From an optimization exercise on the open Yosys and OpenROAD flow, aimed at small area, a short achievable clock period and few clock cycles; shortcuts taken in it are not production practice.
No run shown here included a check of the RTL's function; only the layout flow was run.
Power is estimated from default activity; no workload was simulated.

### flow/design.v
module fsq_table_engine (
    input  wire        clk,
    input  wire        rst,
    input  wire        cmd_valid,
    output wire        cmd_ready,
    input  wire [3:0]  cmd_op,
    input  wire [7:0]  cmd_a,
    input  wire [7:0]  cmd_b,
    output wire        rsp_valid,
    output wire [3:0]  rsp_err,
    output wire [2:0]  rsp_sub,
    output wire [7:0]  rsp_arg,
    output wire [16:0] rsp_result,
    output wire        rsp_tv,
    output wire [2:0]  rsp_k,
    output wire [2:0]  rsp_b
);
    localparam OP_NOP    = 4'h0, OP_CLEAR  = 4'h1, OP_APUSH = 4'h2, OP_KPUSH = 4'h3,
               OP_SETPAD = 4'h4, OP_BUILD  = 4'h5, OP_ENCB  = 4'hA, OP_DECB  = 4'hB,
               OP_PACK   = 4'hC, OP_UNPACK = 4'hD;
    localparam B_FIRST = 3'd0, B_SCAN = 3'd1, B_CHK = 3'd2, B_COL = 3'd3,
               B_FIN1  = 3'd4, B_FIN2 = 3'd5, B_FIN3 = 3'd6, B_ERR = 3'd7;
    reg [6:0]  alpha [0:15];             
    reg [7:0]  kslot [0:31];
    reg [4:0]  alen;
    reg [5:0]  klen;
    reg [7:0]  pad;
    reg        pad_mem;                  
    reg        hi_f;  reg [3:0] hi_i;    
    reg        dup_f; reg [3:0] dup_i;   
    reg        tv, tv_o;                 
    reg [2:0]  r_k, r_b;                 
    reg        fast_ok;                  
    reg        kdup;                     
    reg [15:0] seen_a, seen_b;
    wire k4 = alen[4], k3 = alen[3], k2 = alen[2], k1 = !(alen[4] | alen[3] | alen[2]);
    wire n_sq = (alen == 5'd1) || (alen == 5'd4) || (alen == 5'd9) || (alen == 5'd16);
    function [3:0] rc_of(input [3:0] p, input f4, input f3, input f2);
        reg [3:0] t;
        begin
            case (p)
            4'd0: t = {2'd0, 2'd0}; 4'd1: t = {2'd0, 2'd1}; 4'd2: t = {2'd0, 2'd2};
            4'd3: t = {2'd1, 2'd0}; 4'd4: t = {2'd1, 2'd1}; 4'd5: t = {2'd1, 2'd2};
            4'd6: t = {2'd2, 2'd0}; 4'd7: t = {2'd2, 2'd1}; 4'd8: t = {2'd2, 2'd2};
            default: t = 4'bxxxx;
            endcase
            rc_of = ({4{f4}} & p) | ({4{f3}} & t) | ({4{f2}} & {1'b0, p[1], 1'b0, p[0]});
        end
    endfunction
    function [3:0] mk(input [1:0] r, input [1:0] c, input f4, input f3, input f2);
        reg [3:0] t;
        begin
            case ({r, c})
            4'b0000: t = 4'd0; 4'b0001: t = 4'd1; 4'b0010: t = 4'd2;
            4'b0100: t = 4'd3; 4'b0101: t = 4'd4; 4'b0110: t = 4'd5;
            4'b1000: t = 4'd6; 4'b1001: t = 4'd7; 4'b1010: t = 4'd8;
            default: t = 4'bxxxx;
            endcase
            mk = ({4{f4}} & {r, c}) | ({4{f3}} & t) | ({4{f2}} & {2'd0, r[0], c[0]});
        end
    endfunction
    function [4:0] mkb(input [1:0] r, input [1:0] c, input f4, input f3, input f2, input f1);
        reg [4:0] t;
        begin
            case ({r, c})
            4'b0000: t = 5'd9;  4'b0001: t = 5'd10; 4'b0010: t = 5'd11;
            4'b0100: t = 5'd12; 4'b0101: t = 5'd13; 4'b0110: t = 5'd14;
            4'b1000: t = 5'd15; 4'b1001: t = 5'd16; 4'b1010: t = 5'd17;
            default: t = 5'bxxxxx;
            endcase
            mkb = ({5{f4}} & {1'b1, r, c}) | ({5{f3}} & t) | ({5{f2}} & {3'b001, r[0], c[0]}) |
                  {4'd0, f1};
        end
    endfunction
    function [15:0] therm(input [4:0] n);
        begin
            case (n)
            5'd0:  therm = 16'h0000; 5'd1:  therm = 16'h0001; 5'd2:  therm = 16'h0003;
            5'd3:  therm = 16'h0007; 5'd4:  therm = 16'h000f; 5'd5:  therm = 16'h001f;
            5'd6:  therm = 16'h003f; 5'd7:  therm = 16'h007f; 5'd8:  therm = 16'h00ff;
            5'd9:  therm = 16'h01ff; 5'd10: therm = 16'h03ff; 5'd11: therm = 16'h07ff;
            5'd12: therm = 16'h0fff; 5'd13: therm = 16'h1fff; 5'd14: therm = 16'h3fff;
            5'd15: therm = 16'h7fff; default: therm = 16'hffff;
            endcase
        end
    endfunction
    reg [2:0]  bst;
    reg        sv;                       
    reg [4:0]  sdi;
    reg        slast;
    reg [1:0]  sph;                      
    reg        dup_a, dup_b;
    reg [3:0]  min_da;                   
    reg [1:0]  sr, sc;
    reg        rst_q;
    always @(posedge clk) rst_q <= rst;
    reg       rdy, rdy_o;
    reg       e_cmd;                     
    reg       e_bld;                     
    reg [3:0] c_op;
    reg [7:0] c_a;                       
    reg [7:0] c_b;
    reg [3:0] c_sa;                      
    reg [4:0] c_sb;                      
    reg       c_age, c_bge;              
    assign cmd_ready = rdy_o;
    wire       b_done;                   
    wire [4:0] scan_next;                
    wire [7:0] prt;                      
    wire [3:0] i_rc1 = rc_of(cmd_a[3:0], k4, k3, k2);
    wire [3:0] i_rc2 = rc_of(cmd_b[3:0], k4, k3, k2);
    wire       i_bld = cmd_valid && cmd_op == OP_BUILD;
    function ge_n(input [7:0] v, input f4, input f3, input f2, input f1);
        begin
            ge_n = (|v[7:4]) || (f3 && v[3] && (|v[2:0])) || (f2 && |v[3:2]) || (f1 && |v[3:0]);
        end
    endfunction
    always @(posedge clk) begin
        c_op <= cmd_op; c_b <= cmd_b;
        c_a  <= rdy ? cmd_a : prt;
        c_sa <= mk(i_rc1[3:2], i_rc2[1:0], k4, k3, k2);
        c_sb <= rdy ? mkb(i_rc2[3:2], i_rc1[1:0], k4, k3, k2, k1) : scan_next;
        c_age <= ge_n(cmd_a, k4, k3, k2, k1);
        c_bge <= ge_n(cmd_b, k4, k3, k2, k1);
        if (rst) begin
            rdy <= 1'b1; rdy_o <= 1'b1; e_cmd <= 1'b0; e_bld <= 1'b0;
        end else if (rdy) begin
            e_cmd <= cmd_valid && !i_bld;
            e_bld <= i_bld;
            rdy <= !i_bld; rdy_o <= !i_bld;
        end else begin
            e_cmd <= 1'b0;
            e_bld <= !b_done;
            rdy <= b_done; rdy_o <= b_done;
        end
    end
    wire is_clear  = c_op == OP_CLEAR;
    wire is_apush  = c_op == OP_APUSH;
    wire is_kpush  = c_op == OP_KPUSH;
    wire is_setpad = c_op == OP_SETPAD;
    wire is_encb   = c_op == OP_ENCB;
    wire is_decb   = c_op == OP_DECB;
    wire is_pack   = c_op == OP_PACK;
    wire is_unpack = c_op == OP_UNPACK;
    wire is_ill    = !(c_op == OP_NOP || is_clear || is_apush || is_kpush || is_setpad ||
                       is_encb || is_decb || is_pack || is_unpack);
    wire [15:0] amask = therm(alen);
    reg  [15:0] cam_m;
    reg  [3:0]  cam_code;
    integer i;
    always @* begin
        cam_code = 4'd0;
        for (i = 0; i < 16; i = i + 1) begin
            cam_m[i] = (alpha[i] == c_a[6:0]) && amask[i];
            if (cam_m[i]) cam_code = cam_code | i[3:0];
        end
    end
    wire cam_hit = |cam_m;
    wire [3:0] enc_o1 = kslot[c_sa][3:0];
    assign     prt    = kslot[c_sb];     
    wire [3:0] enc_o2 = prt[3:0];
    wire [15:0] dmask_a = {{7{k4}}, {5{k4 | k3}}, {3{k4 | k3 | k2}}, 1'b1};
    wire [31:0] dmask_b = {{14{k4}}, {2{k4 | k3}}, {7{k3}}, 1'b0, {4{k2}}, 2'b00, k1, 1'b0};
    reg [15:0] dm_a;
    reg [31:0] dm_b;
    reg [3:0]  de_a, de_b;               
    always @* begin
        de_a = 4'd0; de_b = 4'd0;
        for (i = 0; i < 16; i = i + 1) begin
            dm_a[i] = kslot[i][3:0] == c_a[3:0] && dmask_a[i];
            if (dm_a[i]) de_a = de_a | i[3:0];
        end
        for (i = 0; i < 32; i = i + 1) begin
            dm_b[i] = kslot[i][3:0] == c_b[3:0] && dmask_b[i];
            if (dm_b[i]) de_b = de_b | i[3:0];
        end
    end
    wire [3:0] rc3_a = {dm_a[6] | dm_a[7] | dm_a[8], dm_a[3] | dm_a[4] | dm_a[5],
                        dm_a[2] | dm_a[5] | dm_a[8], dm_a[1] | dm_a[4] | dm_a[7]};
    wire [3:0] rc3_b = {dm_b[15] | dm_b[16] | dm_b[17], dm_b[12] | dm_b[13] | dm_b[14],
                        dm_b[11] | dm_b[14] | dm_b[17], dm_b[10] | dm_b[13] | dm_b[16]};
    wire [3:0] rca = ({4{k4}} & de_a) | ({4{k3}} & rc3_a) | ({4{k2}} & {1'b0, de_a[1], 1'b0, de_a[0]});
    wire [3:0] rcb = ({4{k4}} & de_b) | ({4{k3}} & rc3_b) | ({4{k2}} & {1'b0, de_b[1], 1'b0, de_b[0]});
    wire [3:0] dec_o1 = mk(rca[3:2], rcb[1:0], k4, k3, k2);
    wire [3:0] dec_o2 = mk(rcb[3:2], rca[1:0], k4, k3, k2);
    wire        k_res  = !c_a[7] && cam_hit;
    wire [7:0]  k_data = c_a[7] ? 8'h90 : (cam_hit ? {4'b1000, cam_code} : {1'b0, c_a[6:0]});
    wire        k_in_b = klen >= {1'b0, alen};
    wire        kp_we  = e_cmd && is_kpush && !klen[5];
    wire        sc_we  = e_bld && bst == B_SCAN && sv && !c_a[7];
    wire [4:0]  w_idx  = e_bld ? sdi : klen[4:0];
    wire        s_in_b = sdi >= alen;
    wire        s_res  = c_a[7];
    wire        s_bad  = s_res ? c_a[4] : !cam_hit;
    wire [15:0] s_oh   = s_res ? (16'd1 << c_a[3:0]) : cam_m;
    wire        s_da   = !s_in_b && |(seen_a & s_oh);
    wire        s_db   = s_in_b && |(seen_b & s_oh);
    wire [15:0] col_oh = 16'd1 << c_a[3:0];
    wire        c_last_r = (k4 && sr == 2'd3) || (k3 && sr == 2'd2) || (k2 && sr == 2'd1) || k1;
    wire [1:0]  sr_n = c_last_r ? 2'd0 : sr + 2'd1;
    wire [1:0]  sc_n = c_last_r ? sc + 2'd1 : sc;
    assign scan_next = bst == B_SCAN ? c_sb + 5'd1 :
                       bst == B_COL ? mkb(sr, sc, k4, k3, k2, k1) : 5'd0;
    wire [3:0] i1_hi = mk(min_da[3:2], 2'd0, k4, k3, k2);
    wire [3:0] i1_lo = {2'd0, min_da[1:0]};
    wire [3:0] i2_hi = {2'd0, sc};
    wire [3:0] i2_lo = mk(sr, 2'd0, k4, k3, k2);
    wire       i2_lt = (i2_hi < i1_hi) || (i2_hi == i1_hi && i2_lo < i1_lo);
    wire [3:0] f_hi  = dup_a ? i1_hi : i2_hi;
    wire [3:0] f_lo  = dup_a ? i1_lo : i2_lo;
    wire [7:0] fin_i = k2 ? {4'd0, f_hi[1:0], f_lo[1:0]} : k1 ? 8'd0 : {f_hi, f_lo};
    wire b_pass = n_sq && !hi_f && !dup_f && pad_mem && klen == {alen, 1'b0};
    wire b_fast = fast_ok && !kdup;
    assign b_done = (bst == B_FIRST && !(b_pass && !b_fast)) ||
                    (bst == B_CHK && !dup_a && !dup_b) || bst == B_FIN3 || bst == B_ERR;
    wire q_ok  = tv && !c_age && !c_bge;
    reg        n_v;
    reg [3:0]  n_err;
    reg [2:0]  n_sub;
    reg [7:0]  n_arg;
    reg [11:0] n_res;      
    always @* begin
        n_v = 1'b0; n_err = 4'd0; n_sub = 3'd0; n_arg = 8'd0; n_res = 12'd0;
        if (e_cmd) begin
            n_v = 1'b1;
            if (is_apush && alen[4]) begin n_err = 4'd3; n_sub = 3'd5; n_arg = 8'd16; end
            if (is_kpush && klen[5]) begin n_err = 4'd4; n_sub = 3'd1; n_arg = 8'd32; end
            if (is_ill) begin n_err = 4'd1; n_sub = 3'd1; end
            if (is_encb || is_decb || is_unpack || is_pack) begin
                if (!tv) n_err = 4'd2;
                else if (!is_pack && c_age) begin n_err = 4'd6; n_sub = 3'd1; n_arg = c_a; end
                else if ((is_encb || is_decb) && c_bge) begin n_err = 4'd6; n_sub = 3'd2; n_arg = c_b; end
            end
            if (is_encb && q_ok) n_res = {1'b1, enc_o1, 3'd0, enc_o2};
            if (is_decb && q_ok) n_res = {1'b1, dec_o1, 3'd0, dec_o2};
            if (is_unpack && tv && !c_age) n_res = {1'b1, 4'd0, alpha[c_a[3:0]]};
            if (is_pack && tv && k_res) n_res = {1'b1, 4'd0, 3'd0, cam_code};
        end else if (e_bld) begin
            n_v = b_done;
            if (bst == B_FIRST) begin
                if (alen == 5'd0)                 begin n_err = 4'd3; n_sub = 3'd1; end
                else if (!n_sq)                   begin n_err = 4'd3; n_sub = 3'd2; n_arg = {3'd0, alen}; end
                else if (hi_f)                    begin n_err = 4'd3; n_sub = 3'd3; n_arg = {4'd0, hi_i}; end
                else if (dup_f)                   begin n_err = 4'd3; n_sub = 3'd4; n_arg = {4'd0, dup_i}; end
                else if (!pad_mem)                begin n_err = 4'd5; n_sub = 3'd1; n_arg = pad; end
                else if (klen != {alen, 1'b0})    begin n_err = 4'd4; n_sub = 3'd2; n_arg = {2'd0, klen}; end
            end
            if (bst == B_ERR)  begin n_err = 4'd4; n_sub = 3'd3; n_arg = {3'd0, sdi - 5'd1}; end
            if (bst == B_FIN3) begin n_err = 4'd4; n_sub = 3'd4; n_arg = fin_i; end
        end
    end
    reg        r_v;
    reg [3:0]  r_err;
    reg [2:0]  r_sub;
    reg [7:0]  r_arg;
    reg [11:0] r_res;
    assign rsp_valid  = r_v;
    assign rsp_err    = r_err;
    assign rsp_sub    = r_sub;
    assign rsp_arg    = r_arg;
    assign rsp_result = {r_res[11], 4'd0, r_res[10:7], 1'b0, r_res[6:0]};
    assign rsp_tv     = tv_o;
    assign rsp_k      = r_k;
    assign rsp_b      = r_b;
    always @(posedge clk) begin
        r_err <= n_err; r_sub <= n_sub; r_arg <= n_arg; r_res <= n_res;
        if (rst) r_v <= 1'b0; else r_v <= n_v;
    end
    wire build_ok = e_bld && ((bst == B_FIRST && b_pass && b_fast) ||
                              (bst == B_CHK && !dup_a && !dup_b));
    wire tv_clr   = (e_cmd && (is_clear || is_setpad || (is_apush && !alen[4]) || (is_kpush && !klen[5]))) ||
                    (e_bld && bst == B_FIRST);
    always @(posedge clk) begin
        if (rst_q || (tv_clr && !build_ok)) begin
            tv <= 1'b0; tv_o <= 1'b0; r_k <= 3'd0; r_b <= 3'd0;
        end else if (build_ok) begin
            tv <= 1'b1; tv_o <= 1'b1;
            r_k <= {k4, k3 | k2, alen[0]};
            r_b <= {k4 | k3, k2, 1'b0};
        end
    end
    always @(posedge clk) begin
        if (kp_we || sc_we) kslot[w_idx] <= k_data;
    end
    always @(posedge clk) begin
        if (rst_q) begin
            alen <= 5'd0; klen <= 6'd0; pad <= 8'h20; pad_mem <= 1'b0;
            hi_f <= 1'b0; dup_f <= 1'b0; bst <= B_FIRST;
        end else if (e_cmd) begin
            if (is_clear) begin
                alen <= 5'd0; klen <= 6'd0; pad <= 8'h20; pad_mem <= 1'b0;
                hi_f <= 1'b0; dup_f <= 1'b0;
            end
            if (is_apush && !alen[4]) begin
                alpha[alen[3:0]] <= c_a[6:0];
                alen <= alen + 5'd1;
                if (!hi_f && c_a[7]) begin hi_f <= 1'b1; hi_i <= alen[3:0]; end
                if (!dup_f && cam_hit) begin dup_f <= 1'b1; dup_i <= alen[3:0]; end
                if (c_a == pad && !pad[7]) pad_mem <= 1'b1;
                if (klen != 6'd0) fast_ok <= 1'b0;
            end
            if (is_kpush && !klen[5]) begin
                klen <= klen + 6'd1;
                if (klen == 6'd0) begin
                    fast_ok <= k_res;
                    kdup <= 1'b0;
                    seen_a <= k_in_b ? 16'd0 : cam_m;
                    seen_b <= k_in_b ? cam_m : 16'd0;
                end else begin
                    fast_ok <= fast_ok && k_res;
                    if (k_in_b) begin
                        if (|(seen_b & cam_m)) kdup <= 1'b1;
                        seen_b <= seen_b | cam_m;
                    end else begin
                        if (|(seen_a & cam_m)) kdup <= 1'b1;
                        seen_a <= seen_a | cam_m;
                    end
                end
            end
            if (is_setpad) begin
                pad <= c_a;
                pad_mem <= !c_a[7] && cam_hit;
            end
        end else if (e_bld) begin
            case (bst)
            B_FIRST: begin
                sv <= 1'b0;
                if (b_pass && !b_fast) begin
                    bst <= B_SCAN;
                    seen_a <= 16'd0; seen_b <= 16'd0;
                    dup_a <= 1'b0; dup_b <= 1'b0;
                    fast_ok <= 1'b0;
                end
            end
            B_SCAN: begin
                sv <= 1'b1; sdi <= c_sb;
                slast <= c_sb == klen[4:0] - 5'd1;
                if (sv) begin
                    if (s_bad) begin
                        bst <= B_ERR;            
                    end else begin
                        if (s_in_b) seen_b <= seen_b | s_oh;
                        else        seen_a <= seen_a | s_oh;
                        if (s_da && !dup_a) begin dup_a <= 1'b1; min_da <= sdi[3:0]; end
                        if (s_db) dup_b <= 1'b1;
                        if (slast) bst <= B_CHK;
                    end
                end
            end
            B_CHK: begin
                if (dup_b) begin
                    bst <= B_COL; sr <= 2'd0; sc <= 2'd0; sph <= 2'd0;
                    seen_b <= 16'd0;
                end else if (dup_a) begin
                    bst <= B_FIN1;
                end else begin
                    bst <= B_FIRST;
                end
            end
            B_COL: begin
                sph <= sph == 2'd2 ? 2'd0 : sph + 2'd1;
                if (sph == 2'd2) begin
                    if (|(seen_b & col_oh)) begin
                        bst <= B_FIN1;
                    end else begin
                        seen_b <= seen_b | col_oh;
                        sr <= sr_n; sc <= sc_n;
                    end
                end
            end
            B_FIN1: begin
                min_da <= rc_of(min_da, k4, k3, k2);
                bst <= B_FIN2;
            end
            B_FIN2: begin
                if (dup_b && i2_lt) dup_a <= 1'b0;
                bst <= B_FIN3;
            end
            B_FIN3: begin
                bst <= B_FIRST;
            end
            default: begin  
                bst <= B_FIRST;
            end
            endcase
        end
    end
endmodule
### flow/run.sh
#!/bin/bash
# synth_recipe.tcl (not shown) runs the flow's synth.tcl, then flattens the netlist and writes it again
# the make line also repeats each setting of config.mk as NAME=value (left out here)
make -C /OpenROAD-flow-scripts/flow DESIGN_CONFIG=/design/flow/config.mk WORK_HOME=/design/flow/orfs CLKGATE_MAP_FILE= SYNTH_SCRIPT=/design/flow/synth_recipe.tcl finish
### flow/config.mk
export PLATFORM = sky130hd
export DESIGN_NAME = fsq_table_engine
export DESIGN_NICKNAME = fsq_table_engine
export VERILOG_FILES = /design/flow/design.v
export SDC_FILE = /design/flow/constraint.sdc
export NUM_CORES = 8
export LEC_CHECK = 0
export CAP_MARGIN = 20
export CORE_MARGIN = 2
export CORE_UTILIZATION = 45
export PLACE_DENSITY = 0.6
export SETUP_SLACK_MARGIN = 5
export SLEW_MARGIN = 20
### flow/constraint.sdc
create_clock -name core_clock -period 10.0 [get_ports {clk}]
set_input_delay 2.0000 -clock core_clock [delete_from_list [all_inputs] [get_ports {clk}]]
set_output_delay 2.0000 -clock core_clock [all_outputs]
set_load 0.01 [all_outputs]
==> metrics.md, run 1 <==
| Metric | Value |
|---|---|
| Ys Warns | 1 |
| Slew margin rel. | 0.185 |
| DR iter-0 viols | 2332 |
| Worst EP required | 10.54 ns |
| Die Width | 259 um |
| Initial antenna violation count | 3 |
| Synth Flop Type | edfxtp_1 |
| Non-filler cells, final | 3282 |
| Post-Syn Area | 0.0292 sq mm |
| Period utilization | 0.468 |
| Remaining DRCs | 0 |
| Static leakage | 10.6 nW |
| Max clock buf depth | 3 |
| Setup TNS | 0 ns |
| Synth Register Bits | 541 |
| DRT Pass-1 Iters | 5 |
| P&R area growth vs syn | 10.8% |
| Post-synthesis cell count | 2387 |
| Worst setup path category | reg2reg |
| Max Clock Skew | 0.0284 ns |
| Filler cells | 5627 |
| DR WL/cell | 28.6 um |
| Cell variety after synth | 95 |
| Seq/Total Area, Yosys | 0.518 |
| Clock latency (worst-skew pair) | 0.66 ns |
| Total Routing Usage GR | 0.278 |
| Overflow left after global routing | 0 |
| Post-DR vias/cell | 6.37 |
| Async SR Flop Fraction | 0 |
| CTS tree | built |
| Number of enable flip-flop cells after synthesis | 429 |
| Max frequency | 214 MHz |
| Die height | 259 um |
| Placed cell count | 3175 |
| Layout cell share with drive strength beyond 1 | 0.135 |
| Number of max-cap violations | 0 |
| Die footprint | 0.0669 sq mm |
| Core area | 0.0642 sq mm |
| Root Buffer | clkbuf_16 |
| Boundary pin count | 64 |
| Worst min path class | reg2reg |
| Data arrival, critical path | 5.22 ns |
| First-pass GRT wire length | 138000 um |
| Setup bufs post-CTS | 0 |
| Vias in the first global route | 20300 |
| Worst path slowest cell | buf_4 |
| Max incr delay on CP | 0.76 ns |
| Largest net degree at the start of global routing | 76 |
| Final net count | 2447 |
| CTS clk-pin slew, worst paths | 0.06 ns |
| H-Tree Depth | 2 |
| Worst Tran Pin Value | 1.22 ns |
| Hold-fix buffers, CTS | 0 |
| Slew Limit Fails | 0 |
| Fin crit period | 4.68 ns |
| Status | no timing/DRC/antenna violations |
| Final Hold Viols | 0 |
| Post-route ant nets | 0 |
| Quantity of gates resized following cts | 0 |
| Port bufs | 56 |
| # rows | 93 |
| CTS buffer count | 58 |
| GP Congestion | 0.969 |
| CP top delay family | buffers and inverters |
| CP Max Fanout | 57 |
| Setup-failing EPs final | 0 |
| Critical path, cell by cell | buf_4, xnor2_1, o2111ai_2, nor2_1, or4_4, nor4_4, buf_4, o21ai_2, mux2i_1, o311ai_2, ha_1, inv_1, nor2_1, a211o_1 |
| Wirelength, routed | 93700 um |
| Ant diodes | 0 |
| Clk sinks | 541 |
| Setup crit start kind | register |
| Worst vdd ir | 0.000151 V |
| HPWL Detailed | 64400 um |
| Mapped Avg Cell Area | 12.2 sq um |
| Vias | 20900 |
| CP Capture Type | register |
| RSZ-0062 raised after global routing | false |
| Pwr dens | 152 mW/mm^2 |
| Initial Utilization | 0.454 |
| CP bufs+invs | 3 |
-- worst reg2reg max path, cell delays in order, from the launching register on --
cell,delay (ns)
dfxtp_4,0.73
buf_4,0.79
xnor2_1,0.27
o2111ai_2,0.15
nor2_1,0.60
or4_4,0.31
nor4_4,0.05
buf_4,0.22
o21ai_2,0.42
mux2i_1,0.27
o311ai_2,0.18
ha_1,0.23
inv_1,0.05
nor2_1,0.04
a211o_1,0.27
-- power breakdown --
group,total [W],internal [W],switching [W]
Combinational,0.000262,0.0000982,0.000164
Sequential,0.00245,0.00243,0.0000225
Clock,0.00219,0.00124,0.000946
-- synthesized netlist by cell type, drive strengths merged, types with 11 or more instances --
cell type / number / area (sq um)
xor2: 107 / 937
a221oi: 11 / 96.3
o2111ai: 19 / 185
nor3: 60 / 300
a211oi: 25 / 188
nand2b: 28 / 175
a221o: 34 / 340
ha: 42 / 526
nor4: 33 / 234
nand3: 57 / 285
o31ai: 15 / 113
inv: 69 / 259
buf: 79 / 507
mux4: 134 / 3020
nor2: 202 / 758
nor3b: 12 / 90.1
nor2b: 17 / 106
xnor2: 201 / 1760
o21ai: 86 / 438
and2: 17 / 109
a21o: 15 / 113
nand2: 128 / 480
nand4: 35 / 219
dfxtp: 112 / 2240
clkbuf: 90 / 338
a31oi: 12 / 75.1
mux2i: 21 / 223
edfxtp: 429 / 12900
a21oi: 99 / 495
a22o: 11 / 96.3
a22oi: 25 / 188
mux2: 14 / 158
-- path summary, 6_finish.rpt --
check        startpoint  endpoint  slack (ns)  cells past startpoint
max              c_a[1]  register        5.32                     14
min              r_b[2]    r_b[2]        0.46                      2
max reg2reg      c_a[1]  register        5.32                     14
min reg2reg      r_b[2]    r_b[2]        0.46                      2
-- state kept, by name, indices dropped and copies added, names as in the netlist, 4 cells and up, named ones only --
register  flops
r_res        12
c_a           8
alpha       112
c_op          4
alen          5
c_sb          5
kslot       256
sdi           5
dup_i         4
c_b           8
hi_i          4
r_arg         8
klen          6
pad           8
seen_a       16
seen_b       16
min_da        4
-- layout make-up --
| class | count | area (sq um) | share of cell area |
|---|---|---|---|
| sequential | 541 | 15200 | 0.469 |
| multi-input combinational | 1612 | 13000 | 0.402 |
| clock buffer | 67 | 1580 | 0.0489 |
| tap | 855 | 1070 | 0.0331 |
| timing repair buffer | 98 | 900 | 0.0278 |
| clock inverter | 38 | 368 | 0.0114 |
| inverter | 71 | 267 | 0.00824 |
-- kinds of logic after synthesis --
family,count (synthesis),synth area share
muxes,169,0.116
adders and majority gates,42,0.0180
other,1,0.000128
buffers and inverters,240,0.0381
and+or+nand+nor,634,0.107
DFF,541,0.518
AOI/OAI and AO/OA,452,0.110
xor gates and xnor gates,308,0.0924
-- layout by cell type (no fill, tap or decap), types with 16 or more instances in the layout --
| cell type | n |
|---|---|
| edfxtp_1 | 429 |
| xnor2_1 | 201 |
| nor2_1 | 199 |
| mux4_2 | 134 |
| nand2_1 | 128 |
| xor2_1 | 107 |
| a21oi_1 | 96 |
| dfxtp_1 | 96 |
| o21ai_0 | 77 |
| inv_1 | 66 |
| clkbuf_16 | 62 |
| nor3_1 | 60 |
| nand3_1 | 57 |
| clkdlybuf4s50_1 | 56 |
| ha_1 | 42 |
| buf_4 | 40 |
| nand4_1 | 35 |
| a221o_1 | 34 |
| nor4_1 | 30 |
| nand2b_1 | 28 |
| a22oi_1 | 25 |
| a211oi_1 | 25 |
| mux2i_1 | 20 |
| clkinv_1 | 18 |
| nor2b_1 | 17 |
| o2111ai_1 | 16 |
-- layer usage --
metal | vias to the layer above | wire length, um | GRT usage | share of wire
li1 | 9030 | - | - | -
met1 | 10600 | 40000 | 0.401 | 0.43
met2 | 1076 | 43000 | 0.433 | 0.46
met3 | 197 | 7330 | 0.0361 | 0.078
met4 | 2 | 3450 | 0.0989 | 0.037
met5 | - | 13 | 0 | 0.00014
-- per-stage QoR --
stage	area [sq um]	setup slack [ns]	utilization	hold slack, ns	total power [W]
final	32300	5.32	0.503	0.462	0.00490
after global routing	32300	5.10	0.503	0.503	0.00504
after global placement	30300	5.40	0.472	0.458	0.00275
after floorplan	29200	6.29	-	0.406	0.00268
after detailed placement	30300	5.39	0.472	0.451	0.00276
after CTS	32300	5.37	0.503	0.459	0.00493
==> run 2, diff against run 1 <==
--- a/flow/config.mk
+++ b/flow/config.mk
@@ -7,7 +7,7 @@
 export LEC_CHECK = 0
 export CAP_MARGIN = 20
 export CORE_MARGIN = 2
-export CORE_UTILIZATION = 45
-export PLACE_DENSITY = 0.6
+export CORE_UTILIZATION = 65
+export PLACE_DENSITY = 0.75
 export SETUP_SLACK_MARGIN = 5
 export SLEW_MARGIN = 20
==> metrics.md, run 2 <==
| Metric | Value |
|---|---|
| Slew Limit Fails | 0 (unchanged) |
| Initial Utilization | 0.660 (+0.206) |
| Post-synthesis mux area share | 0.116 (unchanged) |
| Max clock buf depth | 3 (unchanged) |
| DRT Pass-1 Iters | 8 (+3) |
| Seq/Total Area, Yosys | 0.518 (unchanged) |
| Worst Tran Pin Value | 1.18 ns (-0.0422 ns) |
| Worst path slowest cell | buf_4 |
| Worst EP required | 10.53 ns (about the same) |
| Setup-failing EPs final | 0 (unchanged) |
| DR WL/cell | 30.1 um (+5.3%) |
| Post-synthesis cell count | 2387 (unchanged) |
| Clock latency (worst-skew pair) | 0.66 ns (about the same) |
| Core area | 0.0442 sq mm (-31%) |
| Mapped Avg Cell Area | 12.2 sq um (unchanged) |
| Vias | 21500 (+2.8%) |
| Root Buffer | clkbuf_16 |
| Largest register FFs | 256 (unchanged) |
| Total Routing Usage GR | 0.391 (+0.113) |
| First-pass GRT wire length | 135000 um (-2.7%) |
| Synth Register Bits | 541 (unchanged) |
| CP Capture Type | register |
| Setup crit start kind | register |
| GP Congestion | 1.03 (+6.7%) |
| CTS tree | built |
| Synth Area in Compound Gates | 0.110 (unchanged) |
| CP top delay family | compound AO/OA/AOI/OAI gates |
| Fin crit period | 4.68 ns (+0.000700 ns) |
| Largest net degree at the start of global routing | 72 (-5.3%) |
| Ys Warns | 1 (unchanged) |
| Final Worst Setup Slack | 5.32 ns (-0.000700 ns) |
| Number of max-cap violations | 0 (unchanged) |
| Clk sinks | 541 (unchanged) |
| Crit path depth | 14 (unchanged) |
| Die height | 216 um (-17%) |
| Worst vdd ir | 0.000192 V (+27%) |
| Max incr delay on CP | 0.86 ns (+0.10 ns) |
| P&R area growth vs syn | 8.83% |
| Post-Synth Adder-Cell Area | 0.0180 (unchanged) |
| HPWL Detailed | 61600 um (-4.3%) |
| Area share of xor/xnor cells in the synthesized design | 0.0924 (unchanged) |
| Worst min path class | reg2reg |
| Dpl ws | 5.39 ns (+0.00134 ns) |
| Hold Crit Depth | 2 (unchanged) |
| Post-DR vias/cell | 7.14 (+12%) |
| Slew margin rel. | 0.213 (+0.0282) |
| Cell repeated most along the worst path | buf_4 |
| Largest family of logic cells by synthesized area | multiplexers |
| Critical path, cell by cell | buf_4, xor2_1, nor4_1, o2111ai_1, or4b_4, nor4_4, buf_4, o21ai_2, mux2i_1, o311ai_2, ha_1, inv_1, nor2_1, a211o_1 |
| Commonest non-fill, non-tap cell in the layout | edfxtp_1 |
| DR iter-0 viols | 3183 (+36%) |
| Period utilization | 0.468 (about the same) |
| Largest area contributor in the netlist | edfxtp_1 |
| CTS clk-pin slew, worst paths | 0.07 ns (about the same) |
| CP bufs+invs | 3 (unchanged) |
| Overflow left after global routing | 0 (unchanged) |
| Non-filler cells, final | 3008 (-8.3%) |
| Pwr dens | 150 mW/mm^2 (-1.4%) |
| Ant diodes | 0 (unchanged) |
| Remaining DRCs | 0 (unchanged) |
| Initial antenna violation count | 0 (-3) |
| Async SR Flop Fraction | 0 (unchanged) |
| Most common cell in the netlist | edfxtp_1 |
| Post-route ant nets | 0 (unchanged) |
| Max Clock Skew | 0.0269 ns (-0.00151 ns) |
| CTS buffer count | 54 (-6.9%) |
| Vias in the first global route | 20800 (+2.5%) |
| Most common library cells after synthesis | edfxtp_1, nor2_1, xnor2_1 |
| Number of enable flip-flop cells after synthesis | 429 (unchanged) |
| Synth area leaders | edfxtp_1, mux4_2, dfxtp_1, xnor2_1, xor2_1 |
| Commonest cells after routing, fill and taps aside | edfxtp_1, xnor2_1, nor2_1 |
| Largest Register | kslot |
| CP Max Fanout | 70 (+23%) |
| Wirelength, routed | 90500 um (-3.5%) |
| Setup TNS | 0 ns (unchanged) |
| Final net count | 2435 (-0.49%) |
| RSZ-0062 raised after global routing | false |
| Static leakage | 10.5 nW (-1.3%) |
| Worst setup path category | reg2reg |
| Simple-gate share of the synthesized area | 0.107 (unchanged) |
| Placed cell count | 2903 (-8.6%) |
| Port bufs | 56 (unchanged) |
| Layout Utilization | 0.718 (+0.215) |
| Die Width | 216 um (-17%) |
| Status | no timing/DRC/antenna violations |
| Max frequency | 214 MHz (about the same) |
| Reg2reg path depth | 14 (unchanged) |
| Layout cell share with drive strength beyond 1 | 0.132 (-0.00270) |
| Die footprint | 0.0466 sq mm (-30%) |
| Cell variety after synth | 95 (unchanged) |
| Data arrival, critical path | 5.21 ns (about the same) |
| Boundary pin count | 64 (unchanged) |
| Final Hold Viols | 0 (unchanged) |
| Top-area cell type share of the netlist area | 0.441 (unchanged) |
| # rows | 77 (-17%) |
| H-Tree Depth | 2 (unchanged) |
| Synth Flop Type | edfxtp_1 |
| Post-Syn Area | 0.0292 sq mm (unchanged) |
## run 2: changes by cell type in the layout (fill, tap and decap cells not counted), sizes merged
cell,delta
buf,-8
clkinvlp,+4
clkinv,-3
clkbuf,-2
bufinv,-1
inv,-1
## run 2: per-layer routing
layer	share of wire	wire length, um	track usage	vias up
met3	0.11	10400	0.0817	353
li1	-	-	-	9019
met2	0.46	41300	0.600	1618
met1	0.36	32900	0.527	10500
met5	0	0	0	-
met4	0.064	5830	0.211	0
## run 2: power by group
group	switching [W]	internal, W	total, W
combinational	0.000156	0.0000960	0.000252
clock	0.000924	0.00111	0.00204
sequential	0.0000286	0.00243	0.00246
## run 2: kinds of logic after synthesis
| kind of cell | after synthesis |
|---|---|
| compound gates | 452 |
| flops | 541 |
| fa+ha+maj | 42 |
| xor+xnor | 308 |
| mux | 169 |
| buf+inv | 240 |
| other cells | 1 |
| simple gates | 634 |
## run 2: worst min-delay path, cell delays in order (launching register included)
cell and delay [ns]:
dfxtp_1 0.32, nand2_1 0.06, a21oi_1 0.06
## run 2: what timing repair did
item,CTS,global route
resized for setup,0,2
hold buffers,0,0
endpoints found under the setup margin,0,33
buffers inserted,0,0
## run 2: layout make-up
type,instances,area [sq um]
clock inverters,37,318
flip-flops and latches,541,15200
multi-input cells,1612,13000
fillers,2933,12500
repair buffers,90,831
well taps,592,741
clock buffers,65,1440
inverters,71,270
## run 2: path summary, 6_finish.rpt
| path | startpoint | to | slack (ns) |
|---|---|---|---|
| worst max register to register | c_a[1] | register | 5.32 |
| worst min-delay path | r_b[2] | r_b[2] | 0.48 |
| worst max-delay path | c_a[1] | register | 5.32 |
| worst min register to register | r_b[2] | r_b[2] | 0.48 |
## run 2: per-stage QoR
step,hold WS [ns],power [W],cell area [sq um]
after global routing,0.528,0.00485,31800
final,0.481,0.00475,31800
after detailed placement,0.463,0.00275,29900
after CTS,0.485,0.00475,31700
after global placement,0.445,0.00275,29900
after floorplan,0.406,0.00268,29200

port drivers added, routing unchanged:
The results above use ideal ports. As a check the final layouts listed here were re-extracted and re-timed, cells and wires unchanged.
Step 1 assumes that a clkbuf_16 drives the clock port and a buf_2 every other input.
Step 2 times the ports against the registers' clock, not the clock port: input delays grow and output delays shrink by t, the midpoint of the rising clock arrivals with the driver on.
a / b / c = ideal / step 1 / step 2; a / b = the first two.
run	shift t [ns]	slack for setup (ns)	latest minus earliest clock arrival (ns)
run 1	0.715	5.318 / 5.318 / 5.318	0.030 / 0.030
run 2	0.703	5.318 / 5.318 / 5.318	0.027 / 0.028
After both steps setup and hold are still met in every run listed.
